From an optimization exercise on the open Yosys and OpenROAD flow, aimed at small area, a short achievable clock period and few clock cycles per item; shortcuts taken in it are not production practice.
Where RTL was checked, it was by simulation tests only, not by an equivalence proof against the original.
Function not checked in run 3: the RTL went through the layout flow alone.
Power is estimated from default activity; no workload was simulated.

## flow/design.v

```verilog
module freq_counter (
    input  wire        clk,
    input  wire        rst,           
    input  wire        cmd_valid,
    output wire        cmd_ready,
    input  wire [7:0]  cmd_opc,
    input  wire [7:0]  cmd_sym,
    input  wire        in_valid,
    output wire        in_ready,
    input  wire [31:0] in_data,       
    input  wire [2:0]  in_nbytes,     
    input  wire        in_last,       
    input  wire        in_err,        
    output reg         done,
    output reg  [3:0]  err,
    output reg  [15:0] result,
    output reg         freq_valid
);
    localparam [7:0] OPC_NOP   = 8'h00;
    localparam [7:0] OPC_CLEAR = 8'h30;
    localparam [7:0] OPC_COUNT = 8'h31;
    localparam [7:0] OPC_READ  = 8'h32;
    localparam [7:0] OPC_TOTAL = 8'h33;
    localparam [3:0] ERR_NONE     = 4'd0;
    localparam [3:0] ERR_IO       = 4'd1;
    localparam [3:0] ERR_ILLEGAL  = 4'd4;
    localparam [3:0] ERR_OVERFLOW = 4'd7;
    localparam NR = 32;    
    localparam S  = 8;     
    localparam LW = 5;     
    localparam HW = 7;     
    localparam NX = 15;    
    reg  [2:0]  t;             
    reg  [3:0]  clr_cnt;       
    reg         streaming;     
    reg  [15:0] acc;           
    reg  [15:0] total;
    reg         in_ready_q;
    reg         cmd_ready_q;
    reg         slot_v;
    reg         slot_ill, slot_clear, slot_count, slot_read, slot_total;
    reg  [7:0]  slot_sym;
    reg  [31:0] slot_ring;     
    reg  [15:0] lan [0:3];     
    reg  [15:0] lbn [0:3];     
    reg         bq_v;          
    reg  [2:0]  bq_n;
    reg         bq_last, bq_err;
    reg         settle;        
    assign cmd_ready = cmd_ready_q;
    assign in_ready  = in_ready_q;
    wire cmd_fire = cmd_valid && cmd_ready_q;
    wire in_fire  = in_valid && in_ready_q;
    wire        c_read  = (cmd_opc == OPC_READ);
    wire        c_zsym  = (cmd_sym == 8'd0);
    wire        c_clear = c_zsym && (cmd_opc == OPC_CLEAR);
    wire        c_count = c_zsym && (cmd_opc == OPC_COUNT);
    wire        c_total = c_zsym && (cmd_opc == OPC_TOTAL);
    wire        c_nop   = c_zsym && (cmd_opc == OPC_NOP);
    wire        c_ill   = !(c_read || c_clear || c_count || c_total || c_nop);
    wire        near     = &acc[15:3];
    wire [16:0] acc_sum  = {1'b0, acc} + {14'd0, bq_n};
    wire        bq_cnt   = bq_v && !bq_err;
    wire        bq_end   = bq_v && (bq_err || bq_last || acc_sum[16]);
    wire        fail     = bq_v && (bq_err || acc_sum[16]);
    wire [HW-1:0]   tap_hi   [0:NR-1];
    wire [LW-1:0]   tap_low  [0:NR-1];
    wire [NR-1:0]   tap_hp;
    wire            clearing = (clr_cnt != 4'd0);
    reg  [4:0]      scan_r;          
    genvar g, j, l, x;
    generate
        for (g = 0; g < NR; g = g + 1) begin : ring
            reg  [S*LW-1:0] low;      
            reg  [S-1:0]    pend;
            reg  [S*HW-1:0] hi;
            reg  [S-1:0]    hp;
            wire [LW:0]     sum   [0:S-1];
            for (j = 0; j < S; j = j + 1) begin : pos
                wire [3:0] hn;
                for (l = 0; l < 4; l = l + 1) begin : lane
                    assign hn[l] = lan[l][g/2] || lbn[l][(g%2)*8 + j];
                end
                wire [LW:0] v;
                if (j < S - 1) begin : mid
                    assign v = {pend[j], low[j*LW +: LW]};
                end else begin : head
                    assign v = {1'b0, low[j*LW +: LW]};
                end
                wire       san = hn[0] ^ hn[1] ^ hn[2];
                wire       can = (hn[0] & hn[1]) | (hn[0] & hn[2]) | (hn[1] & hn[2]);
                wire       v0n = ~v[0];
                wire       v1n = ~v[1];
                wire       s0n = v0n ^ hn[3] ^ san;
                wire       cbn = (v0n & hn[3]) | (v0n & san) | (hn[3] & san);
                wire       s1n = v1n ^ can ^ cbn;
                wire       ccn = (v1n & can) | (v1n & cbn) | (can & cbn);
                wire       cc  = ~ccn;
                assign sum[j][0] = ~s0n;
                assign sum[j][1] = ~s1n;
                wire       p23  = v[2] & v[3];
                wire       p234 = p23 & v[4];
                assign sum[j][2] = v[2] ^ cc;
                assign sum[j][3] = v[3] ^ (cc & v[2]);
                assign sum[j][4] = v[4] ^ (cc & p23);
                assign sum[j][5] = v[5] | (cc & p234);
            end
            wire [HW-1:0] hh = hi[(S-1)*HW +: HW];
            wire [HW:0]   hpfx;                  
            assign hpfx[0] = 1'b1;
            genvar q;
            for (q = 0; q < HW; q = q + 1) begin : hinc
                assign hpfx[q+1] = hpfx[q] & hh[q];
            end
            wire [HW-1:0] head_hi = hh ^ ({HW{pend[S-1]}} & hpfx[HW-1:0]);
            wire          head_hc = pend[S-1] & hpfx[HW];
            wire          scan_clr = took && (pb[7:3] == g);
            integer m;
            always @(posedge clk) begin
                for (m = 1; m < S; m = m + 1) begin
                    low[m*LW +: LW] <= sum[m-1][LW-1:0];
                    pend[m]         <= sum[m-1][LW];
                    hi[m*HW +: HW]  <= hi[(m-1)*HW +: HW];
                    hp[m]           <= hp[m-1];
                end
                if (scan_clr)
                    hp[2] <= 1'b0;
                if (clearing) begin
                    low[0 +: LW] <= {LW{1'b0}};
                    pend[0]      <= 1'b0;
                    hi[0 +: HW]  <= {HW{1'b0}};
                    hp[0]        <= 1'b0;
                end else begin
                    low[0 +: LW] <= sum[S-1][LW-1:0];
                    pend[0]      <= sum[S-1][LW];
                    hi[0 +: HW]  <= head_hi;
                    hp[0]        <= hp[S-1] || head_hc;
                end
            end
            assign tap_hi[g]   = hi[0 +: HW];
            assign tap_low[g]  = low[0 +: LW];
            assign tap_hp[g]   = hp[0];
        end
    endgenerate
    reg  [7:0] x_tag [0:NX-1];
    reg  [3:0] x_cnt [0:NX-1];       
    reg        pv;                    
    reg  [7:0] pb;                    
    reg  [3:0] ps;                    
    reg        took;                  
    wire       take   = tap_hp[scan_r] && !pv && !clearing;
    wire       x_mine = (x_cnt[NX-1] != 4'd0) && (x_tag[NX-1] == pb);
    wire       x_grab = (ps == NX) && (x_cnt[NX-1] == 4'd0);
    wire       x_upd  = pv && (x_mine || x_grab);
    integer xi;
    always @(posedge clk) begin
        if (rst) scan_r <= 5'd0;
        else if (t == 3'd7) scan_r <= scan_r + 5'd1;
        took <= !rst && take;
        if (rst || clearing) begin
            pv <= 1'b0;
        end else if (take) begin
            pv <= 1'b1;
            pb <= {scan_r, t};
            ps <= 4'd0;
        end else if (pv) begin
            if (x_upd) pv <= 1'b0;
            if (ps != NX) ps <= ps + 4'd1;
        end
        for (xi = 1; xi < NX; xi = xi + 1) begin
            x_tag[xi] <= x_tag[xi-1];
            x_cnt[xi] <= clearing ? 4'd0 : x_cnt[xi-1];
        end
        x_tag[0] <= (pv && x_grab) ? pb : x_tag[NX-1];
        x_cnt[0] <= clearing ? 4'd0 : x_cnt[NX-1] + {3'd0, x_upd};
    end
    wire        idle     = !streaming && !bq_v && !settle && !clearing;
    wire        exec     = slot_v && idle && (!slot_read || (slot_sym[2:0] == t));
    wire [NX-1:0] x_used;
    generate
        for (x = 0; x < NX; x = x + 1) begin : xu
            assign x_used[x] = (x_cnt[x] != 4'd0);
        end
    endgenerate
    wire        x_any    = pv || (x_used != {NX{1'b0}});
    wire        direct   = cmd_fire && idle &&
                           (c_total || (c_read && (cmd_sym[2:0] == t) && !x_any));
    wire        go       = exec || direct;
    wire [31:0] cur_ring = slot_v ? slot_ring : (32'd1 << cmd_sym[7:3]);
    wire        cur_ill   = slot_v && slot_ill;
    wire        cur_clear = slot_v && slot_clear;
    wire        cur_count = slot_v && slot_count;
    wire        cur_read  = slot_v ? slot_read  : c_read;
    wire        cur_total = slot_v ? slot_total : c_total;
    wire [3:0] rx_part [0:NX];
    assign rx_part[0] = 4'd0;
    generate
        for (x = 0; x < NX; x = x + 1) begin : xr
            assign rx_part[x+1] = rx_part[x] |
                                  ((x_cnt[x] != 4'd0 && x_tag[x] == slot_sym) ? x_cnt[x] : 4'd0);
        end
    endgenerate
    wire [3:0] rd_ext  = rx_part[NX];
    wire       rd_wait = pv && (pb == slot_sym);    
    wire [HW+LW:0] rd_part [0:NR];
    assign rd_part[0] = {(HW+LW+1){1'b0}};
    generate
        for (g = 0; g < NR; g = g + 1) begin : rsel
            assign rd_part[g+1] = rd_part[g] |
                                  ({(HW+LW+1){cur_ring[g]}} & {tap_hp[g], tap_hi[g], tap_low[g]});
        end
    endgenerate
    wire [HW+LW:0] rd_ent = rd_part[NR];
    wire        rd_shp = |(slot_ring & tap_hp);      
    wire [3:0]  rd_top = slot_v ? rd_ext + {3'd0, rd_shp | rd_wait}
                                : {3'd0, rd_ent[HW+LW]};
    wire [15:0] rd_val = {rd_top, rd_ent[HW+LW-1:0]};
    wire       streaming_n = !rst && (streaming ? !(in_fire && (in_last || in_err)) && !bq_end
                                                : (go && cur_count));
    wire [3:0] clr_cnt_n   = rst ? S[3:0] :
                             ((go && (cur_count || cur_clear)) || fail) ? S[3:0] :
                             clearing ? clr_cnt - 4'd1 : 4'd0;
    wire       slot_v_n    = !rst && ((cmd_fire && !direct) || (slot_v && !exec));
    always @(posedge clk) begin
        t           <= rst ? 3'd0 : t + 3'd1;
        clr_cnt     <= clr_cnt_n;
        streaming   <= streaming_n;
        slot_v      <= slot_v_n;
        cmd_ready_q <= !slot_v_n;
        in_ready_q  <= streaming_n && (clr_cnt_n <= 4'd1) && !(in_fire && near);
        if (cmd_fire) begin
            slot_ill   <= c_ill;
            slot_clear <= c_clear;
            slot_count <= c_count;
            slot_read  <= c_read;
            slot_total <= c_total;
            slot_sym   <= cmd_sym;
            slot_ring  <= 32'd1 << cmd_sym[7:3];
        end
    end
    integer k;
    always @(posedge clk) begin
        bq_v    <= !rst && in_fire;
        bq_n    <= in_nbytes;
        bq_last <= in_last;
        bq_err  <= in_err;
        settle  <= !rst && bq_v;
        for (k = 0; k < 4; k = k + 1) begin
            lan[k] <= (!rst && in_fire && !in_err && (in_nbytes > k)) ?
                      ~(16'd1 << in_data[8*k+4 +: 4]) : ~16'd0;
            lbn[k] <= ~(16'd1 << {in_data[8*k+3], t + 3'd1 - in_data[8*k +: 3]});
        end
    end
    always @(posedge clk) begin
        if (rst) begin
            acc        <= 16'd0;
            total      <= 16'd0;
            done       <= 1'b0;
            err        <= ERR_NONE;
            result     <= 16'd0;
            freq_valid <= 1'b0;
        end else begin
            done <= 1'b0;
            if (bq_cnt)
                acc <= acc_sum[15:0];
            if (bq_end) begin
                done <= 1'b1;
                err  <= bq_err ? ERR_IO : acc_sum[16] ? ERR_OVERFLOW : ERR_NONE;
                if (!fail) begin
                    result     <= acc_sum[15:0];
                    total      <= acc_sum[15:0];
                    freq_valid <= 1'b1;
                end else begin
                    result     <= 16'd0;
                    total      <= 16'd0;
                    freq_valid <= 1'b0;
                end
            end
            if (go) begin
                done   <= !cur_count;
                err    <= cur_ill ? ERR_ILLEGAL : ERR_NONE;
                result <= (cur_ill || !(cur_read || cur_total)) ? 16'd0 :
                          cur_read ? rd_val : total;
            end
            if (exec && !slot_ill && (slot_clear || slot_count)) begin
                total      <= 16'd0;
                freq_valid <= 1'b0;
            end
            if (exec && !slot_ill && slot_count)
                acc <= 16'd0;
        end
    end
endmodule
```

## flow/run.sh

```bash
#!/bin/bash
# synth_recipe.tcl (not shown) runs the flow's synth.tcl, then flattens the netlist and writes it again
# the make line also repeats each setting of config.mk as NAME=value (left out here)
make -C /OpenROAD-flow-scripts/flow DESIGN_CONFIG=/design/flow/config.mk WORK_HOME=/design/flow/orfs CLKGATE_MAP_FILE= SYNTH_SCRIPT=/design/flow/synth_recipe.tcl finish
```

## flow/config.mk

```make
export PLATFORM = sky130hd
export DESIGN_NAME = freq_counter
export DESIGN_NICKNAME = freq_counter
export VERILOG_FILES = /design/flow/design.v
export SDC_FILE = /design/flow/constraint.sdc
export NUM_CORES = 8
export LEC_CHECK = 0
export CAP_MARGIN = 20
export CORE_MARGIN = 2
export CORE_UTILIZATION = 55
export CTS_CLUSTER_DIAMETER = 100
export CTS_CLUSTER_SIZE = 25
export PLACE_DENSITY = 0.65
export SETUP_SLACK_MARGIN = 5.0
export SLEW_MARGIN = 20
```

## flow/constraint.sdc

```tcl
create_clock -name core_clock -period 8.0 [get_ports {clk}]
set_input_delay 1.6000 -clock core_clock [delete_from_list [all_inputs] [get_ports {clk}]]
set_output_delay 1.6000 -clock core_clock [all_outputs]
set_load 0.01 [all_outputs]
```

==> run summary, run 1 <==
Outcome = finished clean
DRT iter0 DRCs = 6,500
Leakage = 59.5 nW
Comb power frac = 3.7%
Maximum VDD drop = 0.209 mV
Crit Reg-Reg Startpoint = lbn[0][14]
Critical path arrival = 3.94 ns
First-pass GRT wire length = 520,000 microns
HPWL after DPL = 249,000 microns
Antenna viol nets, final = 0
Sink Count = 4,027
Critical path class = in -> reg
Final Skew = 0.0444 ns
Final Power = 0.0323 W
RR Endpoint = ring[9].pend[7]
Internal cell power = 0.0246 W
Min-Delay Path Depth = 0
Final Non-Filler Cells = 12,800
Initial Util = 55.3%
Final TNS setup = 0 ns
Port Buffers = 79
CTS H-tree depth = 4
Register area share after synthesis = 63.7%
Ys flop type = dfxtp_1
Synth-to-layout area growth = 8.73%
CTS tree = done
Syn avg cell area = 13.1 sq um
Number of synthesized flops with an enable pin = 57
Row cnt = 176
Synth warn = 5
Largest net degree at the start of global routing = 130
Post-Syn Area = 127,000 sq um
Tmin final = 3.13 ns
Root buffer cell = clkbuf_16
Die width = 485 microns
Vias in the first global route = 73,100
Syn Inst Count = 9,731
Top Family by Delay on Critical Path = simple AND/OR/NAND/NOR gates
Relative slew slack = 15.9%
Clk network pwr share = 32.2%
Switch Pwr = 0.00765 W
Clock Path Buffers = 3
Final Hold Fails = 0
Worst skew pair latency = 0.90 ns
Setup crit end kind = register
Worst path required time = 8.81 ns
Crit-path max cell delay = 0.43 ns
Endpoints failing setup = 0
Crit path buf inv count = 3
Die area = 235,000 sq um
Routability Congestion = 0.958
Pwr dens = 233 nW/um^2
RSZ-0062 raised after global routing = yes
Io pins = 81
CP cell instances = buf_8, or3_4, or3_4, nor3_4, a21oi_2, o31ai_4, buf_12, buf_12, nand3_4, a21oi_2, nor4b_2
Pins Over Slew Limit = 0
Worst Tran Pin Value = 1.26 ns
Via/cell ratio = 5.65
Core Footprint = 230,000 sq um
Post-synth ARST share = 0%
Pre-antenna DRT Iters = 6
Die Height = 485 microns
Syn nets = 10,900
Crit-path max FO = 7
Num CTS Buffers = 180
Worst min path class = reg -> reg
Final period utilization = 39.1%
Hold Crit Endpoint = ring[4].hi[27]
DRC = 0
Via count = 72,200
R2r setup slk = 5.02 ns
Tot GR Track Use = 31.1%
FF-to-FF path depth = 5
Worst hold start = ring[4].hi[20]
Routed wire length per instance = 28.6 microns
Crit-path slowest cell = or3_4
Maxcap violations = 0
Seq pwr share = 64.1%
Fmax = 0.320 GHz
Drt total wl = 366,000 microns
Worst-path clk slew = 0.10 ns
Filler cell count in the final layout = 17,800
Flops & latches, synth = 4,027
Initial antenna violation count = 29
Congestion Overflow GR = 0
Switching Share = 23.7%
Share of cells above drive strength 1 = 6.90%
Synth unique cells = 61
Startpoint Class = input pin
DP Cell Count = 12,400
Layout net count = 10,900
metrics by stage:
stage                     instance area (sq um)  worst slack (ns)  util (%)  hold slack [ns]
after floorplan                          127000              4.17         -            0.310
after global placement                   131000              2.95      57.0            0.309
after detailed placement                 131000              2.87      57.0            0.312
after CTS                                138000              4.90      59.9            0.306
after global routing                     138000              4.89      60.2            0.311
final                                    138000              4.87      60.2            0.313
timing repair:
| action | 4_1_cts | 5_1_grt |
|---|---|---|
| pin swaps | 61 | 33 |
| cloned | 6 | 0 |
| gates resized for setup | 344 | 87 |
| hold buffers | 0 | 0 |
| endpoints found under the setup margin | 723 | 263 |
| setup buffers | 94 | 25 |
cells by family (layout without fill, tap and decap cells):
group | Yosys count | in the layout | synth area share, %
AOI/OAI and AO/OA | 668 | 670 | 4.42
xor gates and xnor gates | 891 | 891 | 6.13
adders and majority gates | 1078 | 1078 | 15.1
buffers and inverters | 486 | 504 | 1.45
DFF | 4027 | 4027 | 63.7
muxes | 19 | 19 | 0.253
other | 1 | 8 | 0.00294
and+or+nand+nor | 2561 | 2565 | 8.85
power by group through the flow:
stage	Sequential, W	Combinational [W]	Clock, W
finish	0.0207	0.00121	0.0104
global route	0.0206	0.00125	0.0113
CTS	0.0207	0.00111	0.0106
detailed placement	0.0211	0.00100	0
global placement	0.0211	0.000996	0
floorplan	0.0206	0.000662	0
state kept, by name, indices dropped and copies added (netlist names), 4 cells and up:
register   flops
result        16
x_tag        120
slot_sym       8
x_cnt         60
lan           64
pb             8
ps             4
lbn           64
scan_r         5
ring.low    1280
ring.pend    256
ring.hp      256
clr_cnt        4
total         16
slot_ring     32
acc           16
ring.hi     1792
area by class of cell:
cell class	instances	area, sq um	share of cell area [%]
inverters	55	206	0.149
diodes	7	17.5	0.0126
clock buffers	197	4630	3.34
flip-flops and latches	4027	81500	58.9
multi-input cells	5224	45300	32.7
clock inverters	18	408	0.295
well taps	3026	3790	2.73
repair buffers	234	2580	1.86
layer usage:
layer	GRT usage (%)	part of all wire, %	vias up
li1	-	-	31800
met1	38.2	38	36500
met2	48.9	45	2927
met3	7.99	8.8	940
met4	19.8	7.8	22
met5	0.122	0.047	-
synth_stat cells, types with 78 or more instances:
cell         n  area [sq um]
dfxtp_1   3970         79500
nor2_1    1457          5470
fa_1       773         15500
xnor2_1    525          4600
clkbuf_1   406          1520
xor2_1     366          3210
nand3_1    360          1800
ha_1       305          3820
and3_1     261          1630
nand2_1    253           950
a41o_1     225          2250
a22oi_1    153          1150
nand4_1     78           488
placed cells by master, fill, tap and decap left out, drive strengths merged, types with 9 or more instances in the layout:
cell | synthesis | layout
o21ai | 8 | 9
mux4 | 10 | 10
fa | 773 | 773
o211ai | 10 | 10
nand3 | 360 | 360
clkinv | 0 | 13
inv | 55 | 60
and3 | 261 | 261
xnor2 | 525 | 525
nor4 | 30 | 30
and2 | 11 | 11
dfxtp | 3970 | 3970
a221oi | 39 | 39
a222oi | 17 | 17
clkbuf | 406 | 201
clkdlybuf4s50 | 0 | 39
o21a | 11 | 11
a21oi | 55 | 55
a41o | 225 | 225
nand2 | 253 | 253
nor3 | 49 | 49
buf | 25 | 185
nor2b | 33 | 35
xor2 | 366 | 366
a21boi | 12 | 12
nor2 | 1457 | 1459
ha | 305 | 305
nand4 | 78 | 78
a41oi | 32 | 32
o31ai | 37 | 37
edfxtp | 57 | 57
a22o | 37 | 37
a22oi | 153 | 153
worst max path at each step:
stage                     slack (ns)  cells after the start        from         end
after floorplan                 4.17                     12  cmd_sym[3]  result[10]
after global routing            4.89                     11  cmd_sym[0]  in_ready_q
after detailed placement        2.87                     10  cmd_sym[4]  result[12]
after CTS                       4.90                     12  cmd_sym[7]  result[12]
after global placement          2.95                     12  cmd_sym[6]   result[3]
final                           4.87                     11  cmd_sym[0]  in_ready_q
Testbench counts, summed over its fixed seeds: cycles 28,816, bytes 62,843.
==> run 2: changes to the inputs <==
--- a/flow/design.v
+++ b/flow/design.v
@@ -189,7 +189,3 @@
     wire [31:0] cur_ring = slot_v ? slot_ring : (32'd1 << cmd_sym[7:3]);
-    wire        cur_ill   = slot_v && slot_ill;
-    wire        cur_clear = slot_v && slot_clear;
     wire        cur_count = slot_v && slot_count;
-    wire        cur_read  = slot_v ? slot_read  : c_read;
-    wire        cur_total = slot_v ? slot_total : c_total;
     wire [3:0] rx_part [0:NX];
@@ -218,5 +214,5 @@
     wire       streaming_n = !rst && (streaming ? !(in_fire && (in_last || in_err)) && !bq_end
-                                                : (go && cur_count));
+                                                : (exec && slot_count));
     wire [3:0] clr_cnt_n   = rst ? S[3:0] :
-                             ((go && (cur_count || cur_clear)) || fail) ? S[3:0] :
+                             ((exec && (slot_count || slot_clear)) || fail) ? S[3:0] :
                              clearing ? clr_cnt - 4'd1 : 4'd0;
@@ -277,9 +273,14 @@
                 end
-            end
-            if (go) begin
-                done   <= !cur_count;
-                err    <= cur_ill ? ERR_ILLEGAL : ERR_NONE;
-                result <= (cur_ill || !(cur_read || cur_total)) ? 16'd0 :
-                          cur_read ? rd_val : total;
-            end
+            end else begin
+                if (slot_v) begin
+                    err    <= slot_ill ? ERR_ILLEGAL : ERR_NONE;
+                    result <= (slot_ill || !(slot_read || slot_total)) ? 16'd0 :
+                              slot_read ? rd_val : total;
+                end else begin
+                    err    <= ERR_NONE;
+                    result <= cmd_opc[0] ? total : rd_val;
+                end
+            end
+            if (go)
+                done <= !cur_count;
             if (exec && !slot_ill && (slot_clear || slot_count)) begin
==> run 2 against run 1 <==
Worst hold slack got worse by 0.022 ns; global-route usage decreased by 1.1 points; flip-flop and latch count did not move; combinational power rose by 9.9%; via count shrank 0.85%; still clean on timing, DRC and antenna; highest routed layer unchanged; wire length down 3.3%.
==> run summary, run 2 <==
Outcome = finished clean
Drt total wl = 353,000 microns
Pwr dens = 232 nW/um^2
Core Footprint = 231,000 sq um
Pins Over Slew Limit = 0
Post-Syn Area = 128,000 sq um
Final Skew = 0.0569 ns
Top Layer Used = met5
Fmax = 0.327 GHz
Congestion Overflow GR = 0
Top cell type's share of synthesized area = 62.2%
Tot GR Track Use = 30.0%
RSZ-0062 raised after global routing = yes
Sink Count = 4,027
Number of synthesized flops with an enable pin = 57
Setup crit end kind = output pin
Pre-antenna DRT Iters = 6
Worst min path class = reg -> reg
Most common cell after layout, fill and taps aside = dfxtp_1
Ys flop type = dfxtp_1
Io pins = 81
Via/cell ratio = 5.60
Critical path class = reg -> out
Metal-1 WL = 142,000 microns
Crit-path max FO = 3
DR WL met3 = 27,700 microns
Commonest non-fill, non-tap cells in the layout = dfxtp_1 (3,859), nor2_1 (1,443), fa_1 (773)
CTS tree = done
Max reg flops = 1,792
Crit-path max cell delay = 0.43 ns
First-pass GRT wire length = 507,000 microns
Post-synth ARST share = 0%
Port Buffers = 79
Worst-path clk slew = 0.10 ns
Flops & latches, synth = 4,027
Most common cell in the netlist = dfxtp_1
Initial antenna violation count = 28
HPWL after DPL = 251,000 microns
Syn avg cell area = 13.2 sq um
Maxcap violations = 0
Num CTS Buffers = 180
Synth-to-layout area growth = 8.40%
Final TNS setup = 0 ns
Relative slew slack = 20.5%
Worst Tran Pin Value = 1.19 ns
Crit path buf inv count = 1
Clock Path Buffers = 3
Endpoints failing setup = 0
Final Hold Fails = 0
Root buffer cell = clkbuf_16
Register area share after synthesis = 63.5%
Critical path arrival = 1.45 ns
Synth unique cells = 76
Row cnt = 176
Share of cells above drive strength 1 = 6.72%
CTS H-tree depth = 4
Final Non-Filler Cells = 12,800
CP cell instances = buf_6
Synth top cells by count = dfxtp_1 (3,970), nor2_1 (1,452), fa_1 (773)
Tmin final = 3.05 ns
Maximum VDD drop = 0.216 mV
Routed wire length per instance = 27.6 microns
DP Cell Count = 12,400
Crit-path slowest cell = dfxtp_4
Worst skew pair latency = 0.90 ns
Layout net count = 10,900
Largest net degree at the start of global routing = 154
Top flop regs = ring.hi x1792, ring.low x1280
Die area = 236,000 sq um
Initial Util = 55.4%
Post-Place Worst Slack = 2.94 ns
Top reg by flops = ring.hi
Via count = 71,600
Vias in the first global route = 73,000
Top Family by Delay on Critical Path = flip-flops
DR WL met2 = 163,000 microns
DRC = 0
Routability Congestion = 0.959
Top cells by area, synth = dfxtp_1 (62%), fa_1 (12%), nor2_1 (4.3%), xnor2_1 (3.3%), ha_1 (3.0%)
Final Power = 0.0322 W
Syn Inst Count = 9,706
Synth warn = 5
Syn nets = 10,800
Hold_buf cts = 0
DRT iter0 DRCs = 6,145
Antenna viol nets, final = 0
Leakage = 59.9 nW
Fin worst setup slack = 4.95 ns
Final period utilization = 38.2%
Synth area leader = dfxtp_1
Worst path required time = 6.40 ns
Die Height = 486 microns
Startpoint Class = register
Die width = 486 microns
run 2: cell count changes after synthesis, sizes merged, moves of 11 or more:
cell and delta:
a2bb2oi +12, a21oi -30, a22oi -39, a222oi -12, a221oi +25, clkbuf -59
xor2 +41, a22o +31, xnor2 -42, nand4 -11, buf +57
run 2: through the flow:
step	hold slack (ns)	utilization (%)	cell area [sq um]
floorplan	0.310	-	128000
global placement	0.310	57.0	131000
detailed placement	0.312	57.0	131000
CTS	0.283	59.9	138000
global route	0.286	60.1	139000
finish	0.291	60.1	139000
run 2: final timing paths:
check | start | endpoint | slack, ns | depth (start not counted)
setup / recovery | cmd_ready_q | cmd_ready | 4.95 | 1
hold / removal | ring[23].hi[14] | ring[23].hi[21] | 0.29 | 0
setup reg to reg | lbn[2][9] | ring[27].low[13] | 5.01 | 7
hold reg to reg | ring[23].hi[14] | ring[23].hi[21] | 0.29 | 0
run 2: timing repair:
item	CTS	global route
setup buffers	111	16
cloned	2	0
resized for setup	290	70
setup endpoints to repair	641	211
pin swaps	41	20
run 2: layout make-up:
| class | instances | area, sq um |
|---|---|---|
| Antenna cell | 14 | 35.0 |
| Tap cell | 3026 | 3790 |
| Fill cell | 18000 | 92000 |
| Timing Repair Buffer | 260 | 2780 |
| Clock buffer | 194 | 4580 |
| Multi-Input combinational cell | 5203 | 45300 |
| Clock inverter | 21 | 449 |
| Inverter | 49 | 184 |
| Sequential cell | 4027 | 81400 |
run 2: per-layer routing:
layer | global-route usage (%) | vias to the layer above
met5 | 0 | -
met4 | 15.6 | 28
met3 | 6.39 | 800
met2 | 48.3 | 2738
met1 | 38.2 | 36200
li1 | - | 31800
run 2: kinds of logic after synthesis:
| logic type | Yosys count | synth area share (%) |
|---|---|---|
| AOI/OAI and AO/OA | 653 | 4.57 |
| buffers and inverters | 478 | 1.61 |
| and+or+nand+nor | 2559 | 8.85 |
| DFF | 4027 | 63.5 |
| muxes | 20 | 0.262 |
| xor gates and xnor gates | 890 | 6.10 |
| other | 1 | 0.00293 |
| adders and majority gates | 1078 | 15.1 |
run 2: where the power goes:
group          switching (W)  leakage [nW]  internal [W]
clock network        0.00617          2.43       0.00417
logic                0.00104          24.9      0.000295
registers           0.000374          32.5        0.0201
Testbench counts of run 2, summed over its fixed seeds: cycles 28,816, bytes 62,843.
==> run 3: changes to the inputs <==
--- a/flow/design.v
+++ b/flow/design.v
@@ -42,3 +42,2 @@
     reg  [7:0]  slot_sym;
-    reg  [31:0] slot_ring;     
     reg  [15:0] lan [0:3];     
@@ -188,3 +187,4 @@
     wire        go       = exec || direct;
-    wire [31:0] cur_ring = slot_v ? slot_ring : (32'd1 << cmd_sym[7:3]);
+    wire [7:0]  cur_sym  = slot_v ? slot_sym : cmd_sym;
+    wire [31:0] cur_ring = 32'd1 << cur_sym[7:3];
     wire        cur_count = slot_v && slot_count;
@@ -209,3 +209,3 @@
     wire [HW+LW:0] rd_ent = rd_part[NR];
-    wire        rd_shp = |(slot_ring & tap_hp);      
+    wire        rd_shp = tap_hp[slot_sym[7:3]];      
     wire [3:0]  rd_top = slot_v ? rd_ext + {3'd0, rd_shp | rd_wait}
@@ -233,3 +233,2 @@
             slot_sym   <= cmd_sym;
-            slot_ring  <= 32'd1 << cmd_sym[7:3];
         end
==> run 3 against run 2 <==
Setup slack got worse by 0.034 ns; synthesized cell count increased by 0.62%; highest routed layer unchanged; sequential share of layout area is 0.75 points lower; register-to-register slack got worse by 0.05 ns; wire length increased by 3.9%; die area decreased by 0.35%; first-iteration DRC count rose by 4.3%; final cell count up 0.44%; total power is 0.17% lower; fmax is 1.1% lower; flip-flop and latch count fell by 32; sequential power is essentially flat.
==> run summary, run 3 <==
Synth-to-layout area growth = 8.96%
Critical path class = in -> reg
Top reg by flops = ring.hi
Routability Congestion = 0.948
Clk network pwr share = 32.0%
Most common cell after layout, fill and taps aside = dfxtp_1
Num CTS Buffers = 178
Pre-antenna DRT Iters = 5
Filler cell count in the final layout = 18,000
Antenna viol nets, final = 0
Maximum VDD drop = 0.216 mV
Worst skew pair latency = 0.91 ns
Internal cell power = 0.0245 W
Initial Util = 55.4%
Synth area leader = dfxtp_1
Root buffer cell = clkbuf_16
Post-synth ARST share = 0%
Final Skew = 0.0839 ns
Worst min path class = reg -> reg
Clock Path Buffers = 3
Pwr dens = 231 nW/um^2
Layout net count = 10,900
Crit-path max FO = 6
Die area = 235,000 sq um
Ys flop type = dfxtp_1
Routed wire length per instance = 28.6 microns
Maxcap violations = 0
Worst-path clk slew = 0.09 ns
Top cell type's share of synthesized area = 62.4%
Hold_ws = 0.268 ns
Synth unique cells = 86
Switch Pwr = 0.00767 W
Row cnt = 176
Setup crit end kind = register
Core Footprint = 230,000 sq um
Area of the multi-input gates = 46,200 sq um
Vias in the first global route = 73,800
Crit-path slowest cell = a221oi_4
Port Buffers = 79
Via count = 72,400
Flops & latches, synth = 3,995
Commonest non-fill, non-tap cells in the layout = dfxtp_1 (3,842), nor2_1 (1,402), fa_1 (772)
Endpoints failing setup = 0
Fmax = 0.324 GHz
CTS H-tree depth = 4
HPWL after DPL = 254,000 microns
CTS tree = done
Top cells by area, synth = dfxtp_1 (62%), fa_1 (12%), nor2_1 (4.1%), xnor2_1 (3.2%), ha_1 (3.0%)
Comb power frac = 4.6%
Critical path arrival = 3.85 ns
Syn nets = 10,900
Congestion Overflow GR = 0
Drt total wl = 367,000 microns
Number of synthesized flops with an enable pin = 25
Max reg flops = 1,792
First-pass GRT wire length = 520,000 microns
Leakage = 60.1 nW
Outcome = finished clean
Syn Inst Count = 9,766
Share of cells above drive strength 1 = 7.34%
Worst Tran Pin Value = 1.18 ns
Syn avg cell area = 13.0 sq um
RSZ-0062 raised after global routing = yes
FF+latch area = 80,500 sq um
Crit-path max cell delay = 0.45 ns
Register area share after synthesis = 63.0%
Pins Over Slew Limit = 0
Initial antenna violation count = 35
Worst path required time = 8.76 ns
Final Util = 60.3%
Most common cell in the netlist = dfxtp_1
CP cell instances = buf_4, or3b_4, buf_12, a221oi_4, buf_6, a32oi_1, and4_1, a41oi_2, a21oi_1, o21ai_1
Final Hold Fails = 0
Seq pwr share = 63.5%
Largest net degree at the start of global routing = 140
DRT iter0 DRCs = 6,411
Tmin final = 3.09 ns
Hold_buf cts = 0
Final TNS setup = 0 ns
Tot GR Track Use = 31.1%
Sink Count = 3,995
DRC = 0
Via/cell ratio = 5.64
Relative slew slack = 21.1%
Io pins = 81
Die Height = 485 microns
Post-Syn Area = 127,000 sq um
Top flop regs = ring.hi x1792, ring.low x1280
Die width = 485 microns
Switching Share = 23.9%
Synth warn = 5
Startpoint Class = input pin
Final period utilization = 38.6%
Synth top cells by count = dfxtp_1 (3,970), nor2_1 (1,408), fa_1 (773)
## run 3: cell types whose count changed in the layout (fill, tap and decap cells not counted), moves of 32 or more
| cell | delta |
|---|---|
| o31ai_4 | -32 |
| a22oi_1 | -41 |
| a22o_1 | -40 |
| nor2_1 | -41 |
| edfxtp_1 | -32 |
| nand3_1 | +54 |
## run 3: final cells by class
cell class,count,area share [%]
Clock inverter,18,0.347
Tap cell,3026,2.73
Clock buffer,190,3.26
Timing Repair Buffer,267,2.20
Sequential cell,3995,58.0
Inverter,51,0.141
Multi-Input combinational cell,5286,33.3
Antenna cell,17,0.0307
## run 3: worst max-delay path, delay by kind of cell
family / cells / cell delay [ns]
simple gates: 2 / 0.70
buf+inv: 3 / 0.57
compound gates: 5 / 0.97
## run 3: cells by family (layout without fill, tap and decap cells)
group	after synthesis	in the layout	share of synthesized area, %
other cells	1	18	0.00294
mux	38	39	0.517
fa+ha+maj	1078	1078	15.1
simple gates	2628	2633	9.24
flops	3995	3995	63.0
compound gates	646	646	4.39
buf+inv	491	526	1.61
xor+xnor	889	889	6.11
## run 3: timing repair
| item | 4_1_cts | 5_1_grt |
|---|---|---|
| hold endpoints to repair | 0 | 0 |
| cloned | 11 | 4 |
| pin swaps | 31 | 43 |
| resized for setup | 401 | 87 |
| buffers inserted | 81 | 38 |
| setup endpoints to repair | 540 | 206 |
## run 3: worst paths after layout
| path | from | to | slack (ns) | cells after the start |
|---|---|---|---|---|
| max | cmd_sym[6] | result[0] | 4.91 | 10 |
| min | ring[22].hi[45] | ring[22].hi[52] | 0.27 | 0 |
| max reg2reg | lbn[0][9] | ring[25].low[13] | 4.96 | 6 |
| min reg2reg | ring[22].hi[45] | ring[22].hi[52] | 0.27 | 0 |
## run 3: per-layer routing
| layer | GRT usage [%] | wire (microns) | part of all wire, % |
|---|---|---|---|
| met1 | 38.7 | 144000 | 39 |
| met2 | 50.2 | 168000 | 46 |
| met3 | 6.54 | 27600 | 7.5 |
| met4 | 18.2 | 26600 | 7.3 |
| met5 | 0 | 185 | 0.050 |
## run 3: stage by stage
stage                     instance area, sq um  worst slack, ns  total power, W  cells
final                                   139000             4.91          0.0321  12900
after global routing                    139000             4.92          0.0330  12800
after CTS                               138000             4.84          0.0322  12800
after detailed placement                131000             2.36          0.0220  12500
after global placement                  131000             2.34          0.0220  12500
after floorplan                         128000             4.64          0.0212   9766
## run 3: power by group through the flow
| stage | Combinational (W) | Clock [W] | Sequential (W) |
|---|---|---|---|
| after detailed placement | 0.00116 | 0 | 0.0208 |
| after global routing | 0.00151 | 0.0112 | 0.0204 |
| final | 0.00146 | 0.0103 | 0.0204 |
| after global placement | 0.00115 | 0 | 0.0208 |
| after floorplan | 0.000749 | 0 | 0.0204 |
| after CTS | 0.00135 | 0.0105 | 0.0204 |

[port drivers added, routing unchanged]
No port has a modelled driver above. Below, the same layouts with a new extraction and two added sets of constraints.
Step 1 assumes that a clkbuf_16 drives the clock port and a buf_2 every other input.
Step 2, shift: input delay + t, output delay - t, t = (earliest + latest rising clock arrival at the registers) / 2. This alone moves slack from input paths to output paths.
a / b / c = ideal / step 1 / step 2; a / b = the first two.
run | shift t [ns] | slack for setup (ns) | worst setup path at the end | latest minus earliest clock arrival (ns)
run 1 | 0.975 | 4.873 / 4.867 / 3.955 | input to register | 0.055 / 0.055
run 2 | 0.963 | 4.946 / 4.853 / 4.043 | input to register | 0.059 / 0.060
run 3 | 0.964 | 4.912 / 4.901 / 3.953 | input to register | 0.089 / 0.089
After both steps setup and hold are still met in every run listed. For run 3, which loses most, drivers alone change the setup slack by -0.011 ns; drivers and shift together by -0.959 ns.
